From an optimization exercise on the open Yosys and OpenROAD flow, aimed at small area, a short achievable clock period and few clock cycles; shortcuts taken in it are not production practice.
Only simulation tests tie the RTL to the original design; equivalence was not proved.
Power is estimated from default activity; no workload was simulated.

$ cat design.v
module pfsm #(
    parameter [7:0] MARKER0      = 8'hA5,
    parameter [7:0] MARKER1      = 8'h5A,
    parameter [7:0] RETRY_BUDGET = 8'd2
) (
    input  wire         clk,
    input  wire         rst,
    input  wire         h_valid,
    output wire         h_ready,
    input  wire [18:0]  h_data,
    output reg          r_valid,
    input  wire         r_ready,
    output reg  [7:0]   r_data,
    output reg          r_last,
    input  wire         irq_valid,
    input  wire [3:0]   irq_flags,
    output reg          o_valid,
    input  wire         o_ready,
    output reg  [3:0]   o_op,
    output reg  [7:0]   o_data,
    input  wire         i_valid,
    output wire         i_ready,
    input  wire [7:0]   i_data,
    output wire         cip_req,
    output wire         cip_dir,
    output wire [127:0] cip_din,
    output wire [127:0] cip_key,
    input  wire         cip_done,
    input  wire         cip_timeout,
    input  wire [127:0] cip_dout,
    output wire         idle,
    output wire         fatal,
    output wire [2:0]   fault
);
    localparam [6:0] MAX_FRAME = 7'd96;
    localparam [3:0] OP_CONFIGURE = 4'd1,
                     OP_RX_ARM    = 4'd2,
                     OP_STROBE_RDY= 4'd3,
                     OP_FLUSH_RX  = 4'd4,
                     OP_FIFO_WR   = 4'd5,
                     OP_FIFO_BYTE = 4'd6,
                     OP_STROBE_TX = 4'd7,
                     OP_POWER_DN  = 4'd8,
                     OP_FIFO_RD   = 4'd9,
                     OP_METRICS   = 4'd10,
                     OP_MSG_AVAIL = 4'd11,
                     OP_DATA_SENT = 4'd12;
    localparam [1:0] M_UNINIT = 2'd0, M_RUN = 2'd1, M_STOPPED = 2'd2;
    localparam [2:0] F_OVERSIZE = 3'd1, F_NOT_INIT = 3'd2, F_TXDONE = 3'd3,
                     F_CRYPTO = 3'd4, F_BADCMD = 3'd5;
    localparam [4:0]
        ST_IDLE   = 5'd0,
        ST_DRAIN  = 5'd1,
        ST_INIT   = 5'd2,
        ST_INITW  = 5'd3,
        ST_RDSRC  = 5'd4,
        ST_RDDAT  = 5'd5,
        ST_W2STB  = 5'd6,
        ST_W2FRD  = 5'd7,
        ST_W2MET  = 5'd8,
        ST_W2FLU  = 5'd9,
        ST_W2PAR  = 5'd10,
        ST_RELIS  = 5'd11,
        ST_W3FLU  = 5'd12,
        ST_W3RET  = 5'd13,
        ST_XHDR   = 5'd14,
        ST_XDAT   = 5'd15,
        ST_XSTB   = 5'd16,
        ST_W2EM   = 5'd17;
    localparam [1:0] I_OFF = 2'd0, I_LEN = 2'd1, I_DAT = 2'd2, I_MET = 2'd3;
    reg [4:0]   st;
    reg [1:0]   mode;
    reg         fat;
    reg [2:0]   fault_r;
    reg         snap2, afill;
    reg         kact;
    reg [7:0]   next_seq, good_lqi, good_rssi;
    reg         tx_busy, tx_enc, tx_wack, tx_ack;
    reg [7:0]   tx_dest, tx_seq;
    reg [6:0]   tx_n;
    reg [1:0]   tx_retries;
    reg [2:0]   tx_lb;         
    reg [2:0]   tx_rot;        
    reg         rx_parsed, rx_decdone;
    reg [6:0]   rx_len;        
    reg [7:0]   rx_src, rx_rssi, rx_lqi;
    reg [7:0]   rx_b2, rx_seq, rx_b5;
    reg         rx_f0, rx_mk;
    reg [2:0]   rx_sh;         
    reg         iact, isrc, in_rdy;
    reg [6:0]   icnt;
    reg [1:0]   ist;
    reg [7:0]   frem;
    reg         creq, cdir, cfail, c_last, f_first, pend, p_last;
    reg [3:0]   sv;            
    reg         c_first;       
    reg         hr, ir, idl;
    reg [127:0] A;
    reg [31:0]  S;
    reg [127:0] key;
    reg [127:0] t0, t1, t2, t3, t4, t5;
    reg [127:0] q0, q1, q2, q3, q4, q5;
    assign h_ready = hr;
    assign i_ready = ir;
    assign idle    = idl;
    assign fatal   = fat;
    assign fault   = fault_r;
    assign cip_req = creq;
    assign cip_dir = cdir;
    assign cip_din = A;
    assign cip_key = key;
    wire o_free = !o_valid || o_ready;
    wire r_free = !r_valid || r_ready;
    reg  [7:0]  rx_plen;       
    always @(posedge clk) rx_plen <= rx_b2 - 8'd5;
    wire [6:0]  h20 = h_data[6:0] + 7'd20;
    reg  [18:0] cq;
    reg         cv;
    wire [2:0]  op   = cq[18:16];
    wire [7:0]  op_a = cq[15:8];
    wire [7:0]  op_n = cq[7:0];
    reg         cq_z, cq_16, cq_big, cq_lt;
    reg [2:0]   cq_pb;
    always @(posedge clk) begin
        cq     <= h_data;
        cq_z   <= (h_data[7:0] == 8'd0);
        cq_16  <= (h_data[7:0] == 8'd16);
        cq_big <= (h_data[7:0] > 8'd91);
        cq_lt  <= (h_data[7:0] < rx_plen);
        cq_pb  <= h20[6:4];
        if (rst) cv <= 1'b0;
        else     cv <= idl && h_valid;
    end
    wire [7:0] bus  = isrc ? i_data : h_data[7:0];
    wire       in_v = isrc ? i_valid : h_valid;
    wire       acc  = iact && in_rdy && in_v;
    wire [3:0] pos  = icnt[3:0];
    wire       lastb = (frem == 8'd1) || (isrc && icnt == 7'd95);
    wire       blk_cmp = acc && (pos == 4'd15 || lastb);
    wire       ok_done = creq && cip_done;
    wire       fail_now = creq && cip_timeout;
    wire       can_start = !creq || ok_done;
    wire       start = can_start && (pend || blk_cmp) && !cfail;
    wire       wA = acc && !creq;
    wire       wS = acc && creq;
    wire       tx_load = ok_done && !cdir;
    wire       rx_load = ok_done && cdir;
    wire       tx_rot_en = (tx_rot != 3'd0);
    wire       rx_sh_en  = (rx_sh != 3'd0);
    wire [7:0] tx_byte = (tx_rot == 3'd1) ? t1[7:0] : t0[8*icnt[3:0] +: 8];
    wire [7:0] rx_byte = (rx_sh == 3'd1) ? q1[7:0] : q0[8*icnt[3:0] +: 8];
    wire       tx_can  = (tx_rot == 3'd0) || (tx_rot == 3'd1 && icnt[3:0] == 4'd0);
    wire       rx_can  = (rx_sh == 3'd0) || (rx_sh == 3'd1 && icnt[3:0] == 4'd0);
    wire        frame_valid = (rx_len >= 7'd5) && rx_mk && (rx_b2 >= 8'd5) && (rx_b2 <= {1'b0, rx_len});
    wire [6:0]  rx_lm1  = rx_len - 7'd1;
    wire [2:0]  rx_lb   = rx_lm1[6:4];       
    wire [7:0]  rd_cnt  = cq_lt ? op_n : rx_plen;
    wire        relisten = tx_busy && tx_wack;
    reg [4:0]   st_n;
    reg [1:0]   mode_n;
    reg         fat_n;
    reg [2:0]   fault_n;
    reg         snap2_n, afill_n, kact_n;
    reg [7:0]   next_seq_n, good_lqi_n, good_rssi_n;
    reg         tx_busy_n, tx_enc_n, tx_wack_n, tx_ack_n;
    reg [7:0]   tx_dest_n, tx_seq_n;
    reg [6:0]   tx_n_n;
    reg [1:0]   tx_retries_n;
    reg [2:0]   tx_rot_n;
    reg         rx_parsed_n, rx_decdone_n;
    reg [6:0]   rx_len_n;
    reg [7:0]   rx_src_n, rx_rssi_n, rx_lqi_n;
    reg [2:0]   rx_sh_n;
    reg         iact_n, isrc_n, in_rdy_n;
    reg [6:0]   icnt_n;
    reg [1:0]   ist_n;
    reg [7:0]   frem_n;
    reg         creq_n, cdir_n, cfail_n, c_last_n, f_first_n, pend_n, p_last_n;
    reg         o_valid_n, r_valid_n, r_last_n;
    reg [3:0]   o_op_n;
    reg [7:0]   o_data_n, r_data_n;
    reg         fs_tx, fs_ack, fs_rx;
    reg [7:0]   fs_p, fs_seq;
    reg         acc_idle_n;
    reg [4:0]   st_b;
    reg         ov_b, rv_b, isrc_b;
    reg [1:0]   ist_b;
    wire        irq_go = idl && !h_valid && irq_valid && mode == M_RUN && !fat && irq_flags[2:0] != 3'd0;
    wire        irq_work = irq_flags[0] ? tx_busy : (irq_flags[2:1] != 2'd0);
    reg [3:0]   pw_op, pop, pop_n;
    reg         pw_dat, pdat, pdat_n;
    reg [4:0]   pw_st, pst, pst_n;
    always @(posedge clk) begin
        pop <= pop_n; pdat <= pdat_n; pst <= pst_n;
    end
    always @* begin
        st_n = st; mode_n = mode; fat_n = fat; fault_n = fault_r;
        snap2_n = snap2; afill_n = afill; kact_n = kact;
        next_seq_n = next_seq; good_lqi_n = good_lqi; good_rssi_n = good_rssi;
        tx_busy_n = tx_busy; tx_enc_n = tx_enc; tx_wack_n = tx_wack; tx_ack_n = tx_ack;
        tx_dest_n = tx_dest; tx_seq_n = tx_seq; tx_n_n = tx_n; tx_retries_n = tx_retries;
        tx_rot_n = tx_rot;
        rx_parsed_n = rx_parsed; rx_decdone_n = rx_decdone; rx_len_n = rx_len;
        rx_src_n = rx_src; rx_rssi_n = rx_rssi; rx_lqi_n = rx_lqi;
        rx_sh_n = rx_sh;
        iact_n = iact; isrc_n = isrc; icnt_n = icnt;
        ist_n = ist; frem_n = frem;
        creq_n = creq; cdir_n = cdir; cfail_n = cfail; c_last_n = c_last; f_first_n = f_first;
        pend_n = pend; p_last_n = p_last;
        o_valid_n = o_valid; o_op_n = o_op; o_data_n = o_data;
        r_valid_n = r_valid; r_data_n = r_data; r_last_n = r_last;
        pop_n = pop; pdat_n = pdat; pst_n = pst;
        pw_op = OP_RX_ARM; pw_dat = 1'b0; pw_st = ST_IDLE;
        fs_tx = 1'b0; fs_ack = 1'b0; fs_rx = (st == ST_W2FRD); fs_p = 8'd16; fs_seq = next_seq;
        if (o_valid && o_ready) o_valid_n = 1'b0;
        if (r_valid && r_ready) r_valid_n = 1'b0;
        if (tx_rot_en) tx_rot_n = tx_rot - 3'd1;
        if (rx_sh_en)  rx_sh_n  = rx_sh - 3'd1;
        if (acc) begin
            icnt_n = icnt + 7'd1;
            if (!isrc) frem_n = frem - 8'd1;
            if (lastb) iact_n = 1'b0;
        end
        if (start) begin
            creq_n    = 1'b1;
            f_first_n = 1'b0;
            c_last_n  = pend ? p_last : lastb;
            pend_n    = 1'b0;
        end else begin
            if (creq && (cip_done || cip_timeout)) creq_n = 1'b0;
            if (blk_cmp && !cfail) begin
                pend_n   = 1'b1;
                p_last_n = lastb;
            end
        end
        if (fail_now) begin
            cfail_n = 1'b1;
            pend_n  = 1'b0;
            fat_n   = 1'b1;
            if (fault_r == 3'd0) fault_n = F_CRYPTO;
        end
        if (tx_load) begin
            tx_rot_n = c_last ? (3'd5 - tx_lb) : 3'd1;
            if (c_last) begin
                tx_enc_n  = 1'b1;
                tx_wack_n = !tx_ack;
            end
        end
        if (rx_load) begin
            rx_sh_n = c_last ? (3'd5 - rx_lb) : 3'd1;
            if (c_last) rx_decdone_n = 1'b1;
        end
        case (ist)
        I_LEN: if (i_valid) begin
            rx_len_n = (i_data > 8'd96) ? MAX_FRAME : i_data[6:0];
            frem_n  = i_data;
            icnt_n  = 7'd0;
            iact_n  = (i_data != 8'd0);
            ist_n   = (i_data == 8'd0) ? I_MET : I_DAT;
        end
        I_DAT: if (i_valid && ir) begin
            frem_n = frem - 8'd1;
            if (frem == 8'd1) ist_n = I_MET;
        end
        I_MET: if (i_valid) begin
            case (frem[1:0])           
                2'd0: rx_src_n  = i_data;
                2'd3: rx_rssi_n = i_data;
                default: rx_lqi_n = i_data;
            endcase
            frem_n = frem - 8'd1;
            if (frem[1:0] == 2'd2) ist_n = I_OFF;
        end
        default: ;
        endcase
        if (kact && h_valid) begin
            frem_n = frem - 8'd1;
            if (frem == 8'd1) kact_n = 1'b0;
        end
        case (st)
        ST_IDLE: begin
            if (cv) begin
                frem_n = op_n;
                if (fat) begin
                    if ((op == 3'd0 || op == 3'd1) && !cq_z) st_n = ST_DRAIN;
                end else if (op == 3'd6 || op == 3'd7) begin
                    fat_n = 1'b1; if (fault_r == 3'd0) fault_n = F_BADCMD;
                end else if (op == 3'd0 && !cq_16) begin
                    fat_n = 1'b1; if (fault_r == 3'd0) fault_n = F_BADCMD;
                    if (!cq_z) st_n = ST_DRAIN;
                end else if (op != 3'd0 && mode != M_RUN) begin
                    fat_n = 1'b1; if (fault_r == 3'd0) fault_n = F_NOT_INIT;
                    if (op == 3'd1 && !cq_z) st_n = ST_DRAIN;
                end else if (op == 3'd0 && mode == M_RUN) begin
                    st_n = ST_DRAIN;
                end else begin
                    case (op)
                    3'd0: begin                   
                        next_seq_n  = 8'd0;
                        good_lqi_n  = 8'd0;
                        good_rssi_n = 8'd0;
                        tx_busy_n   = 1'b0;
                        tx_enc_n    = 1'b0;
                        tx_wack_n   = 1'b0;
                        rx_parsed_n = 1'b0;
                        kact_n      = 1'b1;
                        o_valid_n = 1'b1; o_op_n = OP_CONFIGURE; o_data_n = op_a;
                        st_n        = ST_INIT;
                    end
                    3'd1: begin                   
                        if (cq_big) begin
                            fat_n = 1'b1; if (fault_r == 3'd0) fault_n = F_OVERSIZE;
                            st_n = ST_DRAIN;
                        end else if (tx_busy) begin
                            if (!cq_z) st_n = ST_DRAIN;
                        end else begin
                            tx_busy_n    = 1'b1;
                            tx_enc_n     = 1'b0;
                            tx_wack_n    = 1'b0;
                            tx_ack_n     = 1'b0;
                            tx_dest_n    = op_a;
                            tx_seq_n     = next_seq;
                            next_seq_n   = next_seq + 8'd1;
                            tx_retries_n = RETRY_BUDGET[1:0];
                            tx_n_n       = op_n[6:0];
                            tx_rot_n     = 3'd0;
                            icnt_n       = 7'd5;
                            iact_n       = (!cq_z);
                            isrc_n       = 1'b0;
                            cdir_n       = 1'b0;
                            cfail_n      = 1'b0;
                            fs_tx        = 1'b1;
                            fs_p         = {1'b0, cq_pb, 4'b0};
                            if (cq_z) begin
                                creq_n    = 1'b1;
                                c_last_n  = 1'b1;
                                f_first_n = 1'b0;
                            end else begin
                                f_first_n = 1'b1;
                            end
                            afill_n      = 1'b0;
                            snap2_n      = 1'b0;
                            st_n         = ST_XHDR;
                        end
                    end
                    3'd2: begin                   
                        r_valid_n = 1'b1;
                        if (!rx_parsed) begin
                            r_data_n = 8'd0;
                            r_last_n = 1'b1;
                        end else begin
                            r_data_n    = rd_cnt;
                            r_last_n    = 1'b0;
                            frem_n     = rd_cnt[6:0];
                            rx_parsed_n = 1'b0;
                            st_n        = ST_RDSRC;
                        end
                    end
                    3'd3: begin                   
                        r_valid_n = 1'b1; r_data_n = good_lqi; r_last_n = 1'b1;
                    end
                    3'd4: begin                   
                        r_valid_n = 1'b1; r_data_n = good_rssi; r_last_n = 1'b1;
                    end
                    3'd5: begin                   
                        o_valid_n = 1'b1; o_op_n = OP_POWER_DN; o_data_n = 8'd0;
                        mode_n = M_STOPPED;
                    end
                    default: ;
                    endcase
                end
            end
        end
        ST_DRAIN: if (h_valid) begin
            frem_n = frem - 8'd1;
            if (frem == 8'd1) st_n = ST_IDLE;
        end
        ST_INIT: if (o_free) begin
            o_valid_n = 1'b1; o_op_n = OP_RX_ARM; o_data_n = 8'd0;
            st_n = ST_INITW;
        end
        ST_INITW: if (!kact) begin
            mode_n = M_RUN;
            st_n   = ST_IDLE;
        end
        ST_RDSRC: if (r_free) begin
            r_valid_n = 1'b1; r_data_n = rx_src; r_last_n = (frem == 7'd0);
            icnt_n = 4'd5;
            st_n = (frem == 7'd0) ? ST_IDLE : ST_RDDAT;
        end
        ST_RDDAT: if (r_free && rx_can) begin
            r_valid_n = 1'b1; r_data_n = rx_byte; r_last_n = (frem == 7'd1);
            icnt_n  = icnt[3:0] + 4'd1;
            frem_n = frem - 7'd1;
            if (icnt[3:0] == 4'd15) rx_sh_n = 3'd1;
            if (frem == 7'd1) st_n = ST_IDLE;
        end
        ST_W2STB: if (o_free) begin
            o_valid_n = 1'b1; o_op_n = OP_STROBE_RDY; o_data_n = 8'd0;
            st_n = ST_W2FRD;
        end
        ST_W2FRD: if (o_free) begin
            o_valid_n = 1'b1; o_op_n = OP_FIFO_RD; o_data_n = 8'd0;
            st_n = ST_W2MET;
        end
        ST_W2MET: if (o_free && ist == I_MET) begin    
            o_valid_n = 1'b1; o_op_n = OP_METRICS; o_data_n = 8'd0;
            st_n = ST_W2FLU;
        end
        ST_W2FLU: if (o_free && ist == I_OFF) begin
            o_valid_n = 1'b1; o_op_n = OP_FLUSH_RX; o_data_n = 8'd0;
            st_n = (rx_len == 7'd0) ? ST_RELIS : ST_W2PAR;
        end
        ST_W2PAR: begin
            if (cfail) begin
                st_n = ST_IDLE;
            end else if (rx_decdone) begin
                pw_op = OP_RX_ARM; pw_dat = 1'b0;
                pw_st = snap2 ? ST_W3FLU : ST_IDLE;
                if (!frame_valid) begin
                    pw_dat = relisten;
                end else begin
                    good_lqi_n  = rx_lqi;
                    good_rssi_n = rx_rssi;
                    if (rx_f0) begin
                        if (rx_b2 >= 8'd6 && tx_busy && tx_seq == rx_b5) begin
                            tx_busy_n = 1'b0; tx_enc_n = 1'b0; tx_wack_n = 1'b0;
                            pw_op = OP_DATA_SENT;
                            pw_st = ST_RELIS;
                        end else begin
                            pw_dat = 1'b1;
                        end
                    end else if (rx_b2 != 8'd5) begin
                        rx_parsed_n = 1'b1;
                        pw_op = OP_MSG_AVAIL;
                        if (tx_busy) begin
                            pw_st = ST_RELIS;
                        end else begin
                            tx_busy_n    = 1'b1;
                            tx_enc_n     = 1'b0;
                            tx_wack_n    = 1'b0;
                            tx_ack_n     = 1'b1;
                            tx_dest_n    = rx_src;
                            tx_seq_n     = next_seq;
                            next_seq_n   = next_seq + 8'd1;
                            tx_retries_n = 2'd0;
                            tx_n_n       = 7'd1;
                            tx_rot_n     = 3'd0;
                            cdir_n       = 1'b0;
                            cfail_n      = 1'b0;
                            fs_ack       = 1'b1;
                            creq_n       = 1'b1;
                            c_last_n     = 1'b1;
                            f_first_n    = 1'b0;
                            afill_n      = 1'b1;
                            pw_st        = snap2 ? ST_W3FLU : ST_XHDR;
                        end
                    end else begin
                        rx_parsed_n = 1'b1;
                        pw_dat = relisten;
                    end
                end
                pop_n = pw_op; pdat_n = pw_dat; pst_n = pw_st;
                if (o_free) begin
                    o_valid_n = 1'b1; o_op_n = pw_op; o_data_n = {7'd0, pw_dat};
                    st_n = pw_st;
                end else begin
                    st_n = ST_W2EM;
                end
            end
        end
        ST_W2EM: if (o_free) begin
            o_valid_n = 1'b1; o_op_n = pop; o_data_n = {7'd0, pdat};
            st_n = pst;
        end
        ST_RELIS: if (o_free) begin
            o_valid_n = 1'b1; o_op_n = OP_RX_ARM; o_data_n = {7'd0, relisten};
            st_n = snap2 ? ST_W3FLU : ST_IDLE;
        end
        ST_W3FLU: if (o_free) begin
            o_valid_n = 1'b1; o_op_n = OP_FLUSH_RX; o_data_n = 8'd0;
            if (afill) st_n = ST_XHDR;
            else if (tx_busy && tx_enc) st_n = ST_W3RET;
            else st_n = ST_IDLE;
        end
        ST_W3RET: if (o_free) begin
            o_valid_n = 1'b1;
            if (tx_retries == 2'd0) begin
                tx_busy_n = 1'b0; tx_enc_n = 1'b0; tx_wack_n = 1'b0;
                o_op_n = OP_RX_ARM; o_data_n = 8'd0;
                st_n = ST_IDLE;
            end else begin
                tx_retries_n = tx_retries - 2'd1;
                o_op_n = OP_FIFO_WR; o_data_n = tx_dest;
                icnt_n = 7'd0;
                st_n = ST_XDAT;
            end
        end
        ST_XHDR: begin
            if (cfail) begin
                if (!iact) st_n = ST_IDLE;
            end else if (tx_enc && o_free) begin
                o_valid_n = 1'b1; o_op_n = OP_FIFO_WR; o_data_n = tx_dest;
                icnt_n = 7'd0;
                st_n = ST_XDAT;
            end
        end
        ST_XDAT: if (o_free && tx_can) begin
            o_valid_n = 1'b1; o_op_n = OP_FIFO_BYTE; o_data_n = tx_byte;
            icnt_n = icnt + 7'd1;
            if (icnt[3:0] == 4'd15) begin
                if (icnt[6:4] == tx_lb) begin
                    tx_rot_n = 3'd6 - tx_lb;
                    st_n = ST_XSTB;
                end else begin
                    tx_rot_n = 3'd1;
                end
            end
        end
        ST_XSTB: if (o_free) begin
            o_valid_n = 1'b1; o_op_n = OP_STROBE_TX; o_data_n = 8'd0;
            st_n = ST_IDLE;
        end
        default: st_n = ST_IDLE;
        endcase
        st_b = st_n; ov_b = o_valid_n; rv_b = r_valid_n; isrc_b = isrc_n; ist_b = ist_n;
        if (irq_go) begin
            snap2_n = irq_flags[2];
            afill_n = 1'b0;
            if (irq_flags[1] && !(irq_flags[0] && !tx_busy)) begin
                rx_parsed_n  = 1'b0;
                rx_decdone_n = 1'b0;
                rx_sh_n      = 3'd0;
                ist_n        = I_LEN;
                f_first_n    = 1'b1;
                cfail_n      = 1'b0;
                cdir_n       = 1'b1;
                isrc_n       = 1'b1;
            end
            if (irq_flags[0]) begin
                if (!tx_busy) begin
                    fat_n = 1'b1; if (fault_r == 3'd0) fault_n = F_TXDONE;
                end else begin
                    o_valid_n = 1'b1; o_op_n = OP_RX_ARM; o_data_n = {7'd0, tx_wack};
                    if (!tx_wack) begin
                        tx_busy_n = 1'b0; tx_enc_n = 1'b0;
                    end
                    if (irq_flags[1]) st_n = ST_W2STB;
                    else if (irq_flags[2]) st_n = ST_W3FLU;
                end
            end else if (irq_flags[1]) begin
                o_valid_n = 1'b1; o_op_n = OP_STROBE_RDY; o_data_n = 8'd0;
                st_n = ST_W2FRD;
            end else begin
                o_valid_n = 1'b1; o_op_n = OP_FLUSH_RX; o_data_n = 8'd0;
                if (tx_busy && tx_enc) st_n = ST_W3RET;
            end
        end
        begin : rdy
            reg [3:0] p_n;
            p_n = acc ? pos + 4'd1 : pos;
            in_rdy_n = iact_n && !(creq_n && p_n >= 4'd4);
        end
        if (fs_tx) in_rdy_n = iact_n;
        if (ist == I_LEN && i_valid) in_rdy_n = 1'b1;
        acc_idle_n = (st_b == ST_IDLE) && !ov_b && !rv_b;
    end
    wire op0  = (op == 3'd0);
    wire op1  = (op == 3'd1);
    wire op67 = (op[2:1] == 2'b11);
    wire run  = (mode == M_RUN);
    wire d_init = !fat && op0 && cq_16 && !run;
    wire d_fill = !fat && op1 && run && !cq_big && !tx_busy;
    wire d_drain = fat ? ((op0 || op1) && !cq_z) :
                   op67 ? 1'b0 :
                   (op0 && !cq_16) ? !cq_z :
                   (!op0 && !run) ? (op1 && !cq_z) :
                   op0 ? 1'b1 :
                   op1 ? (cq_big || (tx_busy && !cq_z)) : 1'b0;
    wire d_nowork = fat ? !((op0 || op1) && !cq_z) :
                    op67 ? 1'b1 :
                    (op0 && !cq_16) ? cq_z :
                    (!op0 && !run) ? !(op1 && !cq_z) :
                    (op1 && !cq_big && tx_busy && cq_z);
    wire dec    = (st == ST_IDLE) && cv;
    wire h_last = h_valid && (frem == 8'd1);
    wire idle_x = ((st == ST_IDLE) && !cv && o_free && r_free) ||
                  (dec && d_nowork) ||
                  ((st == ST_DRAIN) && h_last) ||
                  ((st == ST_INITW) && !kact && o_free) ||
                  ((st == ST_W2PAR) && cfail && o_free) ||
                  ((st == ST_XHDR) && cfail && !iact && o_free);
    wire tx_act  = iact && !isrc;
    wire acc_t   = tx_act && in_rdy && h_valid;
    wire [3:0] p_t = acc_t ? pos + 4'd1 : pos;
    wire blk_t   = acc_t && (pos == 4'd15 || frem == 8'd1);
    wire start_t = (!creq || ok_done) && (pend || blk_t) && !cfail;
    wire creq_t  = start_t || (creq && !(cip_done || cip_timeout));
    wire hr_tx_x = (tx_act && !(acc_t && frem == 8'd1) && !(creq_t && p_t >= 4'd4)) ||
                   (dec && d_fill && !cq_z);
    wire hr_x    = idle_x ||
                   ((st == ST_DRAIN) && !h_last) || (dec && d_drain) ||
                   (kact && !(h_valid && frem == 8'd1)) || (dec && d_init) ||
                   hr_tx_x;
    always @(posedge clk) begin
        if (rst) begin
            st <= ST_IDLE; mode <= M_UNINIT; fat <= 1'b0; fault_r <= 3'd0;
            kact <= 1'b0; tx_busy <= 1'b0; tx_rot <= 3'd0;
            rx_parsed <= 1'b0; rx_sh <= 3'd0;
            iact <= 1'b0; in_rdy <= 1'b0; ist <= I_OFF;
            creq <= 1'b0; pend <= 1'b0; cfail <= 1'b0;
            o_valid <= 1'b0; r_valid <= 1'b0;
            hr <= 1'b0; ir <= 1'b0; idl <= 1'b0;
        end else begin
            st <= st_n; mode <= mode_n; fat <= fat_n; fault_r <= fault_n;
            kact <= kact_n; tx_busy <= tx_busy_n; tx_rot <= tx_rot_n;
            rx_parsed <= rx_parsed_n; rx_sh <= rx_sh_n;
            iact <= iact_n; in_rdy <= in_rdy_n; ist <= ist_n;
            creq <= creq_n; pend <= pend_n; cfail <= cfail_n;
            o_valid <= o_valid_n; r_valid <= r_valid_n;
            if (idl) begin
                hr  <= !h_valid && !(irq_go && irq_work);
                ir  <= irq_go && irq_flags[1] && !(irq_flags[0] && !tx_busy);
                idl <= !h_valid && !(irq_go && irq_work);
            end else begin
                hr  <= hr_x;
                ir  <= (ist_b == I_LEN) || (ist_b == I_MET) || (ist_b == I_DAT && (!iact_n || in_rdy_n));
                idl <= idle_x;
            end
        end
    end
    always @(posedge clk) begin
        snap2 <= snap2_n; afill <= afill_n;
        next_seq <= next_seq_n; good_lqi <= good_lqi_n; good_rssi <= good_rssi_n;
        tx_enc <= tx_enc_n; tx_wack <= tx_wack_n; tx_ack <= tx_ack_n;
        tx_dest <= tx_dest_n; tx_seq <= tx_seq_n; tx_n <= tx_n_n; tx_retries <= tx_retries_n;
        rx_decdone <= rx_decdone_n; rx_len <= rx_len_n;
        rx_src <= rx_src_n; rx_rssi <= rx_rssi_n; rx_lqi <= rx_lqi_n;
        isrc <= isrc_n; icnt <= icnt_n;
        frem <= frem_n;
        cdir <= cdir_n; c_last <= c_last_n; f_first <= f_first_n; p_last <= p_last_n;
        o_op <= o_op_n; o_data <= o_data_n;
        r_data <= r_data_n; r_last <= r_last_n;
        tx_lb  <= (tx_n + 7'd4) >> 4;
        if (rx_load && c_first) begin
            rx_mk  <= (cip_dout[7:0] == MARKER0) && (cip_dout[15:8] == MARKER1);
            rx_b2  <= cip_dout[23:16];
            rx_f0  <= cip_dout[24];
            rx_seq <= cip_dout[39:32];
            rx_b5  <= cip_dout[47:40];
        end
    end
    always @(posedge clk) begin
        if (start) c_first <= f_first;
    end
    wire       fs_hdr = fs_tx || fs_ack;
    wire       a_clr  = fs_hdr || fs_rx || ok_done;
    wire [7:0] busz   = a_clr ? 8'h00 : bus;
    wire [7:0] hdr2   = fs_p;
    wire [7:0] hdr4   = fs_seq;
    wire [7:0] hdr5   = fs_ack ? rx_seq : 8'h00;
    integer k;
    always @(posedge clk) begin
        for (k = 0; k < 16; k = k + 1) begin
            if ((wA && pos == k) || a_clr) begin
                if (k < 4 && ok_done && ((wS && pos[1:0] == k) || sv[k]))
                    A[8*k +: 8] <= (wS && pos[1:0] == k) ? bus : S[8*k +: 8];
                else if (k == 0 && fs_hdr) A[8*k +: 8] <= MARKER0;
                else if (k == 1 && fs_hdr) A[8*k +: 8] <= MARKER1;
                else if (k == 2 && fs_hdr) A[8*k +: 8] <= hdr2;
                else if (k == 3 && fs_hdr) A[8*k +: 8] <= {7'd0, fs_ack};
                else if (k == 4 && fs_hdr) A[8*k +: 8] <= hdr4;
                else if (k == 5 && fs_hdr) A[8*k +: 8] <= hdr5;
                else                       A[8*k +: 8] <= busz;
            end
        end
        for (k = 0; k < 4; k = k + 1)
            if (wS && pos[1:0] == k) S[8*k +: 8] <= bus;
    end
    always @(posedge clk) begin
        if (rst) sv <= 4'd0;
        else if (ok_done || fail_now) sv <= 4'd0;
        else if (wS) sv <= sv | (4'd1 << pos[1:0]);
    end
    always @(posedge clk) begin
        if (tx_rot_en) begin
            t0 <= t1; t1 <= t2; t2 <= t3; t3 <= t4; t4 <= t5;
        end
        if (tx_rot_en) t5 <= t0;
        else if (creq && !cdir) t5 <= cip_dout;    
    end
    always @(posedge clk) begin
        if (rx_sh_en) begin
            q0 <= q1; q1 <= q2; q2 <= q3; q3 <= q4; q4 <= q5;
        end
        if (creq && cdir) q5 <= cip_dout;          
    end
    reg       kv;
    always @(posedge clk) begin
        if (rst) kv <= 1'b0;
        else     kv <= kact && h_valid;
        if (kv) key <= {cq[7:0], key[127:8]};
    end
endmodule
$ cat constraint.sdc
create_clock -name core_clock -period 10.0 [get_ports {clk}]
set_input_delay 2.0000 -clock core_clock [delete_from_list [all_inputs] [get_ports {clk}]]
set_output_delay 2.0000 -clock core_clock [all_outputs]
set_load 0.01 [all_outputs]
$ cat standard.sh
#!/bin/bash
# synth_recipe.tcl (not shown) runs the flow's synth.tcl, then flattens the netlist and writes it again
# the make line also repeats each setting of config.mk as NAME=value (left out here)
make -C /OpenROAD-flow-scripts/flow DESIGN_CONFIG=/design/flow/config.mk WORK_HOME=/design/flow/orfs CLKGATE_MAP_FILE= SYNTH_SCRIPT=/design/flow/synth_recipe.tcl "${@:-finish}"
$ cat config.mk
export PLATFORM = sky130hd
export DESIGN_NAME = pfsm
export DESIGN_NICKNAME = pfsm
export VERILOG_FILES = /design/flow/design.v
export SDC_FILE = /design/flow/constraint.sdc
export NUM_CORES = 8
export LEC_CHECK = 0
export CAP_MARGIN = 20
export CORE_MARGIN = 2
export CORE_UTILIZATION = 60
export SLEW_MARGIN = 20
$ cat flow/run.sh
#!/bin/bash
# Layout: the standard ORFS flow (standard.sh, unchanged synthesis) with
# these settings:
#  - timing repair aims for 6.8 ns of setup slack (the default flow allows 5),
#  - no gate cloning during timing repair,
#  - port buffers are sky130_fd_sc_hd__buf_1,
#  - clock-tree sink clusters of up to 25 flip-flops within 80 um.
# All tool output goes to standard.log here (and ORFS's own logs under orfs/).
export SETUP_SLACK_MARGIN=6.8
export SKIP_GATE_CLONING=1
export BUFFER_PORTS_ARGS="-buffer_cell sky130_fd_sc_hd__buf_1"
export CTS_CLUSTER_SIZE=25
export CTS_CLUSTER_DIAMETER=80
bash standard.sh finish > standard.log 2>&1
==> metrics.yaml, run 1 <==
status: "timing/DRC/antenna clean"
rsz0062_at_grt: "yes"
synthesis.area_sq_um: 72200
p_per_area_nw_per_um2: 296
final_area_sq_um: 81400
critPathSlowestCell: "edfxtp_1"
netlist_instances: 4012
crit_arrival_ps: 1380
combPwrFrac: 0.185
async_flop_share: 0
peakVddDrop_mv: 0.257
synth_edf_count: 1918
root_buffer: "clkbuf_16"
gr-total-overflow: 0
clk_pin_slew_worst_paths_ps: 100
grt_pass1_vias: 34117
max_freq_mhz: 296
final_nets: 4850
antenna_found_initial: 18
avgSynthCellArea_sq_um: 18.0
dpl.hpwl_um: 106000
worstPathMaxFanout: 1
grt_usage: 0.256
cts_tree: "yes"
synthFlopType: "edfxtp_1"
dieArea_sq_um: 123000
final_max_slew_viol_count: 0
routabilityCongestion: 0.947
rows: 127
io_pins: 456
slew_headroom: 0.300
wl_per_cell_um: 25.7
yosysSeqAreaShare: 0.837
grt_max_degree: 217
initial_utilization: 0.604
path_buf_inv: 1
cp_data_required_time_ps: 8000
hold_path_class: "reg -> reg"
internal_power_w: 0.0173
routed_wl_um: 162000
clk_latency_ps: 720
cts_hold_buf: 0
cts_sinks: 2060
h-tree-depth: 3
min_period_ps: 3380
drcViolationCount: 0
synth_cell_types: 88
crit_path_end_kind: "primary output"
numPortBuffers: 454
utilization: 0.681
p_sw_w: 0.00681
setup_viol: 0
cap_viol_max_count: 0
ant_nets: 0
clock_tree.buffer_depth: 3
dieWidth_um: 351
vias_per_cell: 5.82
first_pass_iters: 9
die_h_um: 351
seq_power_share: 0.631
syn-num-nets: 4214
critPathKind: "reg -> out"
crit_chain: "buf_6"
hold_viol: 0
fin_crit_sh: 0.338
design.core.area_sq_um: 120000
fin_skew_ps: 41.1
drive_gt1_frac: 0.182
slowest_delay_ps: 510
placed_area_sq_um: 75900
area_growth_pct: 12.7
worstMarginPinSlew_ps: 1050
ys_ff_latch: 2060
via_count: 36740
grt_pass1_wl_um: 227000
finalSetupTns_ps: 0
drtIter0Drc: 4334
ys_warn_count: 25
cts_inserted_buffers: 96
switching_share: 0.282
leakage_nw: 28.4
clkPwrFrac: 0.183
critical-path-top-delay-family: "flip-flops"
start_kind: "flip-flop"
cells in the mapped netlist (34+ instances only):
cell | number | area, sq um
clkbuf_1 | 94 | 353
nand2_1 | 633 | 2380
ha_1 | 34 | 425
nand2b_1 | 63 | 394
dfxtp_1 | 142 | 2840
nand3_1 | 39 | 195
inv_1 | 61 | 229
nor2_1 | 134 | 503
o21ai_0 | 133 | 666
edfxtp_1 | 1918 | 57600
mux4_2 | 79 | 1780
nor3_1 | 36 | 180
a21oi_1 | 86 | 430
a31oi_1 | 39 | 244
worst reg2reg max path, delay by kind of cell (launching register included):
| kind | cells | cell delay, ps |
|---|---|---|
| AND/OR/NAND/NOR | 4 | 1470 |
| buffers and inverters | 2 | 550 |
| AO/OA/AOI/OAI | 1 | 510 |
| flip-flops | 1 | 310 |
power by group through the flow:
stage,combinational (W),sequential (W),clock [W]
3_5_place_dp,0.00432,0.0155,0
6_report,0.00447,0.0152,0.00442
3_3_place_gp,0.00428,0.0153,0
2_1_floorplan,0.00270,0.0152,0
5_1_grt,0.00485,0.0155,0.00481
4_1_cts,0.00445,0.0153,0.00453
cells in the final DEF (no fill, tap or decap), types with 58 or more instances in the layout:
cell type and n:
clkbuf_2 196, clkbuf_16 100, dfxtp_1 112, buf_4 197, nor2_1 127, buf_6 58, nand2_1 632, mux4_2 79
a21oi_1 83, edfxtp_1 1918, o21ai_0 116, buf_1 168
final cells by class:
cell class | count | area (sq um)
Antenna cell | 9 | 22.5
Clock buffer | 124 | 2590
Clock inverter | 16 | 231
Fill cell | 7969 | 38200
Inverter | 64 | 263
Multi-Input combinational cell | 1747 | 11500
Sequential cell | 2060 | 60500
Tap cell | 1612 | 2020
Timing Repair Buffer | 679 | 4330
timing repair:
item / 4_1_cts / 5_1_grt
buffers inserted: 102 / 62
resized for setup: 257 / 288
endpoints found under the setup margin: 832 / 686
pin swaps: 10 / 17
path summary, 6_finish.rpt:
check                                    startpoint          endpoint  slack (ps)  depth (start not counted)
worst min-delay path                q4[6]$_DFFE_PN_   q3[6]$_DFFE_PN_         410                          0
worst max register to register     st[0]$_SDFF_PP0_  A[104]$_DFFE_PP_        6860                          7
worst max-delay path            r_data[1]$_DFFE_PP_         r_data[1]        6620                          1
worst min register to register      q4[6]$_DFFE_PN_   q3[6]$_DFFE_PN_         410                          0
layer usage:
layer | global-route usage | vias to the layer above | share of wire
met2 | 0.398 | 1470 | 0.47
met4 | 0.0848 | 8 | 0.032
met5 | 0 | - | 0.00028
met1 | 0.376 | 18501 | 0.43
met3 | 0.0413 | 249 | 0.074
li1 | - | 16512 | -
flip-flops by register name (all words and copies together), names as in the netlist, 19 cells and up:
register	cells
t2	128
q0	128
A	128
key	128
t1	128
q2	128
cq	19
t0	128
q5	128
q4	128
t5	128
q1	128
t4	128
t3	128
S	32
q3	128
through the flow:
| stage | worst slack [ps] | power (W) | hold WS [ps] | cells |
|---|---|---|---|---|
| global route | 6570 | 0.0252 | 419 | 6306 |
| detailed placement | 5070 | 0.0198 | 405 | 5996 |
| global placement | 5150 | 0.0196 | 400 | 5995 |
| floorplan | 5790 | 0.0179 | 400 | 4012 |
| finish | 6620 | 0.0241 | 407 | 6311 |
| CTS | 6530 | 0.0242 | 407 | 6238 |
kinds of logic (layout without fill, tap and decap cells):
logic type,Yosys count,count (layout),synth area share
other cells,0,9,0
compound gates,454,454,0.0411
fa+ha+maj,35,35,0.00603
xor+xnor,46,46,0.00558
flops,2060,2060,0.837
mux,112,112,0.0293
buf+inv,205,883,0.0115
simple gates,1100,1100,0.0695
Testbench counts, summed over its fixed seeds: cycles 167,131.
==> run 2: changes to the inputs <==
==> flow/run.sh (replaced) <==
#!/bin/bash
# Layout: the standard ORFS flow (standard.sh, unchanged synthesis) with
# these settings:
#  - timing repair aims for 6.7 ns of setup slack (the default flow allows 5),
#  - no gate cloning during timing repair,
#  - port buffers are sky130_fd_sc_hd__buf_1,
#  - clock-tree sink clusters of up to 25 flip-flops within 80 um.
# All tool output goes to standard.log here (and ORFS's own logs under orfs/).
export SETUP_SLACK_MARGIN=6.7
export SKIP_GATE_CLONING=1
export BUFFER_PORTS_ARGS="-buffer_cell sky130_fd_sc_hd__buf_1"
export CTS_CLUSTER_SIZE=25
export CTS_CLUSTER_DIAMETER=80
bash standard.sh finish > standard.log 2>&1
--- a/config.mk
+++ b/config.mk
@@ -7,5 +7,5 @@
 export LEC_CHECK = 0
 export CAP_MARGIN = 20
 export CORE_MARGIN = 2
-export CORE_UTILIZATION = 60
+export CORE_UTILIZATION = 70
 export SLEW_MARGIN = 20
==> run 2 against run 1 <==
Against the previous run: count of clock-buffer cells in the layout is 11 lower; clock power is 2% lower; wire length is 7.5% higher; sequential power is 3% higher; clock skew is 5.1 ps lower; area after synthesis stayed put; largest power group unchanged; design area is 1.5% lower; setup slack worse by 51 ps; non-clock buffer count is 40 lower; synthesized cell count stayed put; via count is 3.7% higher.
==> metrics.yaml, run 2 <==
finalSetupTns_ps: 0
wl_per_cell_um: 29.0
final_max_slew_viol_count: 0
hold_viol: 0
synth.most_common_cell: "edfxtp_1"
critical-path-top-delay-family: "flip-flops"
rows: 117
clock_tree.buffer_depth: 3
dieWidth_um: 325
layout_common_cells: "edfxtp_1 (1918), nand2_1 (631), buf_1 (273)"
root_buffer: "clkbuf_16"
final_nets: 4809
ff2ff_setup_slack_ps: 6730
grt_pass1_wl_um: 243000
mostFrequentLayoutCell: "edfxtp_1"
slowest_delay_ps: 520
avgSynthCellArea_sq_um: 18.0
netlist_instances: 4012
cts_hold_buf: 0
synth_cell_types: 88
design.core.area_sq_um: 102000
ys_warn_count: 25
area_growth_pct: 11.0
routabilityCongestion: 0.950
synth_xor_xnor_area_share: 0.00558
critPathSlowestCell: "edfxtp_1"
leakage_nw: 27.7
worstMarginPinSlew_ps: 1210
antenna_found_initial: 19
drcViolationCount: 0
rsz0062_at_grt: "yes"
vias_per_cell: 6.33
worstPathMaxFanout: 2
cts_sinks: 2060
clk_latency_ps: 720
h-tree-depth: 3
gr-total-overflow: 0
muxShareOfSynthArea: 0.0293
fin_crit_sh: 0.343
crit_path_end_kind: "primary output"
synth_simple_gate_area_share: 0.0695
cts_tree: "yes"
p_per_area_nw_per_um2: 304
yosysSeqAreaShare: 0.837
async_flop_share: 0
clk_pin_slew_worst_paths_ps: 100
grt_pass1_vias: 36101
die_h_um: 325
synth_top_family_by_area: "simple AND/OR/NAND/NOR gates"
via_count: 38092
path_buf_inv: 1
synthTopCellsByCount: "edfxtp_1 (1918), nand2_1 (633), dfxtp_1 (142), nor2_1 (134), o21ai_0 (133)"
ant_nets: 0
io_pins: 456
grt_max_degree: 170
utilization: 0.786
cp_data_required_time_ps: 8000
drtIter0Drc: 5018
status: "timing/DRC/antenna clean"
synth_edf_count: 1918
crit_chain: "clkbuf_2"
slew_headroom: 0.169
fin_skew_ps: 35.9
cap_viol_max_count: 0
crit_arrival_ps: 1430
synth_compound_area_frac: 0.0411
cts_inserted_buffers: 95
routed_wl_um: 174000
synthesis.area_sq_um: 72200
synthFlopType: "edfxtp_1"
synth_adder_area_share: 0.00603
dpl.hpwl_um: 107000
min_period_ps: 3430
syn-num-nets: 4214
numPortBuffers: 454
synth.largest_area_cell: "edfxtp_1"
initial_utilization: 0.708
max_freq_mhz: 291
yosys.area.top_type_share: 0.798
synthTopCellsByArea: "edfxtp_1 (80%), dfxtp_1 (3.9%), nand2_1 (3.3%), mux4_2 (2.5%), o21ai_0 (0.92%)"
dieArea_sq_um: 106000
critPathKind: "reg -> out"
setup_viol: 0
hold_path_class: "reg -> reg"
drive_gt1_frac: 0.148
first_pass_iters: 8
fillers: 5212
start_kind: "flip-flop"
grt_usage: 0.320
ys_ff_latch: 2060
peakVddDrop_mv: 0.493
[run 2: cell counts after synthesis]
No cell type changed its count.
[run 2: final cells by class]
type / instances / area (sq um) / area share
Clock inverter: 13 / 196 / 0.00245
Antenna cell: 11 / 27.5 / 0.000343
Tap cell: 1368 / 1710 / 0.0213
Clock buffer: 113 / 2490 / 0.0310
Timing Repair Buffer: 639 / 3690 / 0.0460
Inverter: 64 / 273 / 0.00340
Sequential cell: 2060 / 60500 / 0.754
Multi-Input combinational cell: 1747 / 11300 / 0.141
[run 2: timing repair]
item                       CTS  global route
setup endpoints to repair  849           699
buffers inserted            57            60
pin swaps                    9             6
cloned                       0             0
gates resized for setup    176           181
[run 2: final timing paths]
check,from,endpoint,cells past startpoint
min,t3[125]$_DFFE_PN_,t2[125]$_DFFE_PN_,0
max,key[124]$_DFFE_PP_,cip_key[124],1
min reg2reg,t3[125]$_DFFE_PN_,t2[125]$_DFFE_PN_,0
max reg2reg,st[0]$_SDFF_PP0_,frem[0]$_DFF_P_,7
[run 2: metrics by stage]
step | area, sq um | hold WS [ps] | power [W] | worst slack (ps) | cells
2_1_floorplan | 72300 | 400 | 0.0179 | 5780 | 4012
3_3_place_gp | 75700 | 400 | 0.0194 | 4830 | 5760
3_5_place_dp | 75700 | 405 | 0.0198 | 4660 | 5761
4_1_cts | 79300 | 412 | 0.0243 | 6550 | 5944
5_1_grt | 80200 | 415 | 0.0252 | 6550 | 6009
6_report | 80200 | 399 | 0.0243 | 6570 | 6015
[run 2: power breakdown]
group | switching (W) | internal (W) | leakage (nW)
Clock | 0.00255 | 0.00180 | 1.30
Sequential | 0.00125 | 0.0143 | 19.5
Combinational | 0.00334 | 0.00111 | 6.93
Total | 0.00714 | 0.0172 | 27.7
[run 2: routing by layer]
| metal | wire length, um | global-route usage | vias up |
|---|---|---|---|
| li1 | - | - | 16420 |
| met1 | 65400 | 0.448 | 19016 |
| met2 | 86000 | 0.525 | 2282 |
| met3 | 15100 | 0.0462 | 366 |
| met4 | 7740 | 0.116 | 8 |
| met5 | 51 | 0 | - |
[run 2: logic make-up after synthesis]
group | count (synthesis)
multiplexers | 112
AND/OR/NAND/NOR | 1100
AO/OA/AOI/OAI | 454
flip-flops | 2060
adder cells (fa/ha/maj) | 35
buffers and inverters | 205
XOR/XNOR | 46
==> run 3: changes to the inputs <==
--- a/flow/run.sh
+++ b/flow/run.sh
@@ -9,6 +9,7 @@
 export SETUP_SLACK_MARGIN=6.7
 export SKIP_GATE_CLONING=1
 export BUFFER_PORTS_ARGS="-buffer_cell sky130_fd_sc_hd__buf_1"
+export CTS_BUF_LIST="sky130_fd_sc_hd__clkbuf_8 sky130_fd_sc_hd__clkbuf_16"
 export CTS_CLUSTER_SIZE=25
 export CTS_CLUSTER_DIAMETER=80
 bash standard.sh finish > standard.log 2>&1
--- a/config.mk
+++ b/config.mk
@@ -7,5 +7,5 @@
 export LEC_CHECK = 0
 export CAP_MARGIN = 20
 export CORE_MARGIN = 2
-export CORE_UTILIZATION = 70
+export CORE_UTILIZATION = 60
 export SLEW_MARGIN = 20
==> run 3 against run 2 <==
Against the previous run: non-clock buffer count is 26 higher; highest routed layer unchanged; wire length down 6.9%; first-iteration DRC count fell by 22%; critical endpoint is now r_data[2]; critical path type unchanged; still clean.
==> metrics.yaml, run 3 <==
status: "timing/DRC/antenna clean"
drtIter0Drc: 3937
seqCellArea_sq_um: 60500
cap_viol_max_count: 0
final_nets: 4836
cts_hold_buf: 0
area_growth_pct: 11.9
peakVddDrop_mv: 0.336
ys_ff_latch: 2060
rsz0062_at_grt: "yes"
utilization: 0.675
rows: 127
yosys.area.top_type_share: 0.798
design.core.area_sq_um: 120000
synth.most_common_cell: "edfxtp_1"
numPortBuffers: 454
slew_headroom: 0.261
start_kind: "flip-flop"
routed_wl_um: 162000
ant_nets: 0
synthFlopType: "edfxtp_1"
routabilityCongestion: 0.944
p_total_w: 0.0240
crit_path_end_kind: "primary output"
final_area_sq_um: 80800
wl_per_cell_um: 25.7
hold_path_class: "reg -> reg"
dieArea_sq_um: 123000
avgSynthCellArea_sq_um: 18.0
dieWidth_um: 351
synthTopCellsByArea: "edfxtp_1 (80%), dfxtp_1 (3.9%), nand2_1 (3.3%), mux4_2 (2.5%), o21ai_0 (0.92%)"
cp_data_required_time_ps: 8000
max_freq_mhz: 294
final_max_slew_viol_count: 0
synth.largest_area_cell: "edfxtp_1"
critical-path-top-delay-family: "flip-flops"
grt_pass1_wl_um: 229000
io_pins: 456
layout_common_cells: "edfxtp_1 (1918), nand2_1 (631), buf_1 (241)"
antenna_found_initial: 12
setup_viol: 0
vias_per_cell: 5.75
die_h_um: 351
clk_pin_slew_worst_paths_ps: 110
critPathKind: "reg -> out"
drive_gt1_frac: 0.157
syn-num-nets: 4214
hold_viol: 0
fin_skew_ps: 31.1
cts_tree: "yes"
async_flop_share: 0
placed_area_sq_um: 76000
stdcell_count: 6308
finalSetupTns_ps: 0
fin_crit_sh: 0.341
clock_tree.buffer_depth: 3
worstPathMaxFanout: 1
yosysSeqAreaShare: 0.837
via_count: 36299
crit_chain: "clkbuf_2"
grt_usage: 0.259
p_per_area_nw_per_um2: 297
path_buf_inv: 1
min_period_ps: 3410
dpl.hpwl_um: 106000
critPathSlowestCell: "edfxtp_1"
cts_inserted_buffers: 96
ys_warn_count: 25
clk_latency_ps: 720
slowest_delay_ps: 520
initial_utilization: 0.604
synth_edf_count: 1918
mostFrequentLayoutCell: "edfxtp_1"
grt_max_degree: 199
dp.cells: 6001
first_pass_iters: 8
worstMarginPinSlew_ps: 1110
fillers: 8162
cts_sinks: 2060
multi_input_area_sq_um: 11300
netlist_instances: 4012
leakage_nw: 28.1
synthesis.area_sq_um: 72200
crit_arrival_ps: 1410
synth_cell_types: 88
root_buffer: "clkbuf_16"
drcViolationCount: 0
synthTopCellsByCount: "edfxtp_1 (1918), nand2_1 (633), dfxtp_1 (142), nor2_1 (134), o21ai_0 (133)"
gr-total-overflow: 0
h-tree-depth: 3
grt_pass1_vias: 33865
-- run 3: area by class of cell --
cell class	count	area share
Sequential cell	2060	0.748
Multi-Input combinational cell	1747	0.140
Timing Repair Buffer	665	0.0485
Clock buffer	98	0.0303
Tap cell	1612	0.0250
Clock inverter	53	0.00441
Inverter	64	0.00317
Antenna cell	9	0.000279
-- run 3: path summary, 6_finish.rpt --
kind	from	endpoint	slack (ps)	depth (start not counted)
max reg2reg	st[3]$_SDFF_PP0_	A[65]$_DFFE_PP_	6740	10
max	r_data[2]$_DFFE_PP_	r_data[2]	6590	1
min reg2reg	q4[30]$_DFFE_PN_	q3[30]$_DFFE_PN_	410	0
min	q4[30]$_DFFE_PN_	q3[30]$_DFFE_PN_	410	0
-- run 3: what timing repair did --
action	4_1_cts	5_1_grt
buffers inserted	88	59
gates resized for setup	159	232
pin swaps	7	12
gates cloned	0	0
endpoints found under the setup margin	851	653
-- run 3: metal layers --
layer,GRT usage,wire [um]
met5,0,11
met4,0.0682,4410
met3,0.0441,12000
met2,0.409,76700
met1,0.380,69100
-- run 3: metrics by stage --
| stage | setup slack (ps) | hold slack (ps) |
|---|---|---|
| 6_report | 6590 | 408 |
| 5_1_grt | 6520 | 409 |
| 4_1_cts | 6510 | 405 |
| 3_5_place_dp | 4860 | 405 |
| 3_3_place_gp | 4900 | 400 |
| 2_1_floorplan | 5780 | 400 |
-- run 3: power breakdown --
group	internal, W	switching (W)	total, W
Combinational	0.00112	0.00330	0.00442
Clock	0.00182	0.00254	0.00435
Sequential	0.0143	0.000983	0.0153
-- run 3: cell families (layout without fill, tap and decap cells) --
family	Yosys count	count (layout)	share of synthesized area
buffers and inverters	205	880	0.0115
multiplexers	112	112	0.0293
adder cells (fa/ha/maj)	35	35	0.00603
other	0	9	0
AO/OA/AOI/OAI	454	454	0.0411
AND/OR/NAND/NOR	1100	1100	0.0695
flip-flops	2060	2060	0.837
XOR/XNOR	46	46	0.00558
==> run 4: changes to the inputs <==
--- a/flow/run.sh
+++ b/flow/run.sh
@@ -9,7 +9,6 @@
 export SETUP_SLACK_MARGIN=6.7
 export SKIP_GATE_CLONING=1
 export BUFFER_PORTS_ARGS="-buffer_cell sky130_fd_sc_hd__buf_1"
-export CTS_BUF_LIST="sky130_fd_sc_hd__clkbuf_8 sky130_fd_sc_hd__clkbuf_16"
 export CTS_CLUSTER_SIZE=25
 export CTS_CLUSTER_DIAMETER=80
 bash standard.sh finish > standard.log 2>&1
==> run 4 against run 3 <==
Against the previous run: sequential share of layout area is essentially flat; die area is the same; combinational power is essentially flat; sequential cell count is the same; wire length grew 0.11%; area after synthesis is the same; highest routed layer unchanged.
==> metrics.yaml, run 4 <==
status: "timing/DRC/antenna clean"
root_buffer: "clkbuf_16"
clk_pin_slew_worst_paths_ps: 100
p_per_area_nw_per_um2: 298
ant_nets: 0
hold_path_class: "reg -> reg"
h-tree-depth: 3
path_buf_inv: 1
synthFlopType: "edfxtp_1"
setup_viol: 0
cts_inserted_buffers: 96
max_freq_mhz: 293
finalSetupTns_ps: 0
peakVddDrop_mv: 0.336
ys_ff_latch: 2060
dieArea_sq_um: 123000
synthesis.area_sq_um: 72200
wl_per_cell_um: 25.7
antenna_found_initial: 12
routed_wl_um: 162000
hold_end: "q3[30]$_DFFE_PN_"
cts_hold_buf: 0
grt_max_degree: 199
yosysSeqAreaShare: 0.837
area_growth_pct: 11.9
final_nets: 4836
slowest_delay_ps: 530
cts_tree: "yes"
combPwrFrac: 0.184
cap_viol_max_count: 0
drive_gt1_frac: 0.157
switching_share: 0.284
grt_pass1_vias: 33865
dieWidth_um: 351
vias_per_cell: 5.77
io_pins: 456
synth_edf_count: 1918
critPathKind: "reg -> out"
initial_utilization: 0.604
cts_sinks: 2060
fin_skew_ps: 29.3
grt_usage: 0.259
min_period_ps: 3410
synth.largest_area_cell: "edfxtp_1"
synthTopCellsByCount: "edfxtp_1 (1918), nand2_1 (633), dfxtp_1 (142), nor2_1 (134), o21ai_0 (133)"
start_kind: "flip-flop"
min_path_cells: 0
design.core.area_sq_um: 120000
r2r-start: "st[4]$_SDFF_PP0_"
fillers: 8163
avgSynthCellArea_sq_um: 18.0
crit_chain: "clkbuf_2"
crit_arrival_ps: 1410
layout_common_cells: "edfxtp_1 (1918), nand2_1 (631), buf_1 (241)"
p_sw_w: 0.00682
clock_tree.buffer_depth: 3
slew_headroom: 0.280
rsz0062_at_grt: "yes"
via_count: 36429
r2r-end: "A[121]$_DFFE_PP_"
worstMarginPinSlew_ps: 1080
clk_latency_ps: 720
hp-start: "q4[30]$_DFFE_PN_"
rows: 127
final_max_slew_viol_count: 0
async_flop_share: 0
clkPwrFrac: 0.182
worstPathMaxFanout: 1
grt_pass1_wl_um: 229000
ff2ff_setup_slack_ps: 6730
drtIter0Drc: 4073
whs_ps: 408
dpl.hpwl_um: 106000
mostFrequentLayoutCell: "edfxtp_1"
numPortBuffers: 454
crit_path_end_kind: "primary output"
reg2reg_depth: 10
seq_power_share: 0.634
routabilityCongestion: 0.944
yosys.area.top_type_share: 0.798
first_pass_iters: 8
gr-total-overflow: 0
fin_crit_sh: 0.341
synth.most_common_cell: "edfxtp_1"
synth_cell_types: 88
die_h_um: 351
internal_power_w: 0.0172
syn-num-nets: 4214
critical-path-top-delay-family: "flip-flops"
hold_viol: 0
ys_warn_count: 25
leakage_nw: 28.0
netlist_instances: 4012
cp_data_required_time_ps: 8000
synthTopCellsByArea: "edfxtp_1 (80%), dfxtp_1 (3.9%), nand2_1 (3.3%), mux4_2 (2.5%), o21ai_0 (0.92%)"
drcViolationCount: 0
critPathSlowestCell: "edfxtp_1"
[run 4: per-stage QoR]
stage | std cells | util | total power [W] | area [sq um] | setup slack, ps
6_report | 6309 | 0.675 | 0.0241 | 80800 | 6590
5_1_grt | 6301 | 0.675 | 0.0251 | 80800 | 6520
4_1_cts | 6240 | 0.668 | 0.0243 | 79900 | 6510
3_5_place_dp | 6001 | 0.635 | 0.0198 | 76000 | 4860
3_3_place_gp | 6001 | 0.635 | 0.0196 | 76000 | 4900
2_1_floorplan | 4012 | - | 0.0179 | 72300 | 5780
[run 4: cells by family after synthesis]
| kind of cell | count (synthesis) | synth area share |
|---|---|---|
| flip-flops | 2060 | 0.837 |
| AND/OR/NAND/NOR | 1100 | 0.0695 |
| AO/OA/AOI/OAI | 454 | 0.0411 |
| buffers and inverters | 205 | 0.0115 |
| multiplexers | 112 | 0.0293 |
| XOR/XNOR | 46 | 0.00558 |
| adder cells (fa/ha/maj) | 35 | 0.00603 |
[run 4: power groups by stage]
stage               Clock, W  Combinational, W  Sequential (W)
floorplan                  0           0.00270          0.0152
global placement           0           0.00427          0.0153
detailed placement         0           0.00431          0.0155
CTS                  0.00450           0.00450          0.0153
global route         0.00477           0.00482          0.0155
finish               0.00439           0.00442          0.0153
[run 4: repair_timing]
action | 4_1_cts | 5_1_grt
endpoints found under the setup margin | 851 | 656
gates cloned | 0 | 0
hold endpoints to repair | 0 | 0
gates resized for setup | 159 | 232
setup buffers | 88 | 59
pin swaps | 7 | 12
[run 4: cell type report]
type,count,area [sq um],share of cell area
inverters,64,256,0.00317
well taps,1612,2020,0.0250
flip-flops and latches,2060,60500,0.748
multi-input cells,1747,11300,0.140
repair buffers,665,3920,0.0485
diodes,10,25.0,0.000310
clock buffers,133,2580,0.0320
clock inverters,18,225,0.00279
[run 4: per-layer routing]
metal,routed length (um),track usage,up-vias
li1,-,-,16491
met1,70100,0.380,18303
met2,76900,0.409,1411
met3,11100,0.0441,222
met4,4310,0.0682,2
met5,11,0,-
[run 4: how the worst max path moves through the flow]
stage                        startpoint              end  cells after the start
floorplan               creq$_SDFF_PP0_  q5[0]$_DFFE_PP_                      2
detailed placement              i_valid  A[61]$_DFFE_PP_                      5
CTS                  key[124]$_DFFE_PP_     cip_key[124]                      1
global route         key[125]$_DFFE_PP_     cip_key[125]                      1
finish              r_data[3]$_DFFE_PP_        r_data[3]                      1
global placement                i_valid  A[56]$_DFFE_PP_                      5
==> run 5: changes to the inputs <==
--- a/config.mk
+++ b/config.mk
@@ -5,7 +5,7 @@
 export SDC_FILE = /design/flow/constraint.sdc
 export NUM_CORES = 8
 export LEC_CHECK = 0
-export CAP_MARGIN = 20
+export CAP_MARGIN = 0
 export CORE_MARGIN = 2
 export CORE_UTILIZATION = 60
-export SLEW_MARGIN = 20
+export SLEW_MARGIN = 0
==> run 5 against run 4 <==
Against the previous run: die area is the same; design area hardly changed; count of clock-buffer cells in the layout grew 2; clock skew increased by 23 ps; utilization about the same; power up 0.24%; register-to-register slack better by 70 ps; sequential cell count is the same; area after synthesis is the same; highest routed layer unchanged; via count hardly changed; non-clock buffer count down 11; worst hold slack better by 8.7 ps.
==> metrics.yaml, run 5 <==
ff2ff_setup_slack_ps: 6800
leakage_nw: 28.0
dpl.hpwl_um: 106000
layout_common_cells: "edfxtp_1 (1918), nand2_1 (631), buf_1 (227)"
gr-total-overflow: 0
grt_max_degree: 199
crit_chain: "buf_1"
area_growth_pct: 11.9
crit_arrival_ps: 1420
cap_viol_max_count: 0
routed_wl_um: 161000
reg2reg_depth: 5
synth.most_common_cell: "edfxtp_1"
dieArea_sq_um: 123000
drcViolationCount: 0
slowest_delay_ps: 530
grt_pass1_wl_um: 228000
crit_path_end_kind: "primary output"
critical-path-top-delay-family: "flip-flops"
clock_tree.buffer_depth: 3
status: "timing/DRC/antenna clean"
synth_cell_types: 88
wl_met2_um: 75400
drive_gt1_frac: 0.158
r2r-end: "r_data[4]$_DFFE_PP_"
fin_crit_sh: 0.342
synthesis.area_sq_um: 72200
yosys.area.top_type_share: 0.798
ys_ff_latch: 2060
hold_end: "q1[65]$_DFFE_PN_"
hold_path_class: "reg -> reg"
io_pins: 456
setup_viol: 0
design.core.area_sq_um: 120000
via_count: 36405
hp-start: "q2[65]$_DFFE_PN_"
grt_usage: 0.258
path_buf_inv: 1
placed_area_sq_um: 76000
first_pass_iters: 8
synthTopCellsByCount: "edfxtp_1 (1918), nand2_1 (633), dfxtp_1 (142), nor2_1 (134), o21ai_0 (133)"
top_layer: "met5"
whs_ps: 417
hold_viol: 0
ys_warn_count: 25
wl_per_cell_um: 25.6
clk_pin_slew_worst_paths_ps: 90
cts_tree: "yes"
fillers: 8093
grt_pass1_vias: 33989
met3_length_um: 11400
cts_inserted_buffers: 96
mostFrequentLayoutCell: "edfxtp_1"
final_nets: 4825
netlist_instances: 4012
cp_data_required_time_ps: 8000
critPathKind: "reg -> out"
worstPathMaxFanout: 1
ant_nets: 0
synthFlopType: "edfxtp_1"
start_kind: "flip-flop"
final_max_slew_viol_count: 0
p_per_area_nw_per_um2: 299
clk_latency_ps: 720
peakVddDrop_mv: 0.341
rows: 127
cts_sinks: 2060
fin_skew_ps: 52.4
dieWidth_um: 351
async_flop_share: 0
timing.final.ws_setup_ps: 6580
rsz0062_at_grt: "yes"
min_path_cells: 0
root_buffer: "clkbuf_16"
syn-num-nets: 4214
drtIter0Drc: 4230
dpl_worst_slack_ps: 4870
max_freq_mhz: 292
multi_input_area_sq_um: 11300
m1WireLength_um: 69500
avgSynthCellArea_sq_um: 18.0
numPortBuffers: 454
synth_edf_count: 1918
slew_headroom: 0.226
synth.largest_area_cell: "edfxtp_1"
finalSetupTns_ps: 0
synthTopCellsByArea: "edfxtp_1 (80%), dfxtp_1 (3.9%), nand2_1 (3.3%), mux4_2 (2.5%), o21ai_0 (0.92%)"
worstMarginPinSlew_ps: 1160
routabilityCongestion: 0.944
die_h_um: 351
initial_utilization: 0.604
final_area_sq_um: 80800
p_total_w: 0.0241
min_period_ps: 3420
antenna_found_initial: 10
critPathSlowestCell: "edfxtp_1"
vias_per_cell: 5.78
h-tree-depth: 3
yosysSeqAreaShare: 0.837
r2r-start: "icnt[1]$_DFF_P_"
seqCellArea_sq_um: 60500
## run 5: cell types whose count changed in the layout (fill, tap and decap cells not counted), moves of 2 or more
| cell | before | now |
|---|---|---|
| buf_1 | 241 | 227 |
| buf_12 | 8 | 10 |
| buf_2 | 31 | 27 |
| buf_4 | 191 | 177 |
| buf_8 | 3 | 1 |
| clkbuf_1 | 35 | 38 |
| clkbuf_2 | 154 | 174 |
| clkinv_2 | 5 | 0 |
| diode_2 | 10 | 8 |
| inv_6 | 2 | 4 |
## run 5: per-layer routing
metal	vias to the layer above	track usage
met4	4	0.0773
met2	1394	0.403
met5	-	0
met1	18273	0.378
met3	256	0.0453
li1	16478	-
## run 5: cell families after synthesis
family	after synthesis	share of synthesized area
mux	112	0.0293
xor+xnor	46	0.00558
fa+ha+maj	35	0.00603
flops	2060	0.837
simple gates	1100	0.0695
compound gates	454	0.0411
buf+inv	205	0.0115
## run 5: cell type report
class | instances | area share
clock inverters | 18 | 0.00341
inverters | 64 | 0.00313
clock buffers | 135 | 0.0318
repair buffers | 654 | 0.0478
well taps | 1612 | 0.0250
multi-input cells | 1747 | 0.140
diodes | 8 | 0.000248
flip-flops and latches | 2060 | 0.749
## run 5: power breakdown
part | leakage, nW | switching [W] | total (W) | internal [W]
Sequential | 19.5 | 0.000978 | 0.0152 | 0.0143
Clock | 1.36 | 0.00255 | 0.00442 | 0.00187
Combinational | 7.15 | 0.00332 | 0.00446 | 0.00113
## run 5: how the worst max path moves through the flow
stage / cells past startpoint / startpoint / endpoint / slack, ps
finish: 1 / r_data[3]$_DFFE_PP_ / r_data[3] / 6580
CTS: 1 / key[124]$_DFFE_PP_ / cip_key[124] / 6510
detailed placement: 5 / i_valid / A[61]$_DFFE_PP_ / 4870
floorplan: 2 / creq$_SDFF_PP0_ / q5[0]$_DFFE_PP_ / 5780
global placement: 5 / i_valid / A[56]$_DFFE_PP_ / 4900
global route: 1 / key[125]$_DFFE_PP_ / cip_key[125] / 6530
## run 5: metrics by stage
step	utilization	cells
3_5_place_dp	0.635	6001
4_1_cts	0.668	6239
2_1_floorplan	-	4012
5_1_grt	0.675	6292
3_3_place_gp	0.635	6001
6_report	0.675	6298
## run 5: worst register-to-register path, stage by stage, from the launching register on
cell	delay (ps)
dfxtp_4	690
buf_6	540
mux4_2	540
mux4_2	490
mux2i_1	450
o221ai_1	200
## run 5: timing repair
| item | in CTS | in global routing |
|---|---|---|
| resized for setup | 148 | 257 |
| pin swaps | 6 | 11 |
| hold buffers | 0 | 0 |
| setup buffers | 85 | 51 |
| setup endpoints to repair | 799 | 597 |

[afterwards: timing with drivers on the ports]
Ports are ideal in the flow. The routed layouts listed here were re-timed in OpenROAD.
Step 1: set_driving_cell puts a clkbuf_16 on clk and a buf_2 on each other input, an assumption about the parent block.
Step 2 moves the port delays by t, midway between the first and last clock arrival at a register: inputs arrive t later, outputs are due t later. That takes back most of the time a late clock gives input paths.
a / b / c = ideal ports / drivers / drivers and shift; a / b = the first two.
| run | shift t [ns] | setup slack, ns | worst register clock-pin slew, ns | cell pins on the clock port's net |
|---|---|---|---|---|
| run 1 | 0.770 | 6.619 / 6.547 / 5.944 | 0.10 / 0.10 | 1 |
| run 2 | 0.778 | 6.568 / 6.496 / 5.888 | 0.10 / 0.10 | 1 |
| run 3 | 0.780 | 6.594 / 6.518 / 5.941 | 0.11 / 0.11 | 1 |
| run 4 | 0.780 | 6.590 / 6.513 / 5.969 | 0.11 / 0.11 | 1 |
| run 5 | 0.770 | 6.579 / 6.507 / 5.940 | 0.10 / 0.10 | 1 |
After both steps setup and hold are still met in every run listed. For run 2, which loses most, drivers alone change the setup slack by -0.072 ns; drivers and shift together by -0.680 ns.
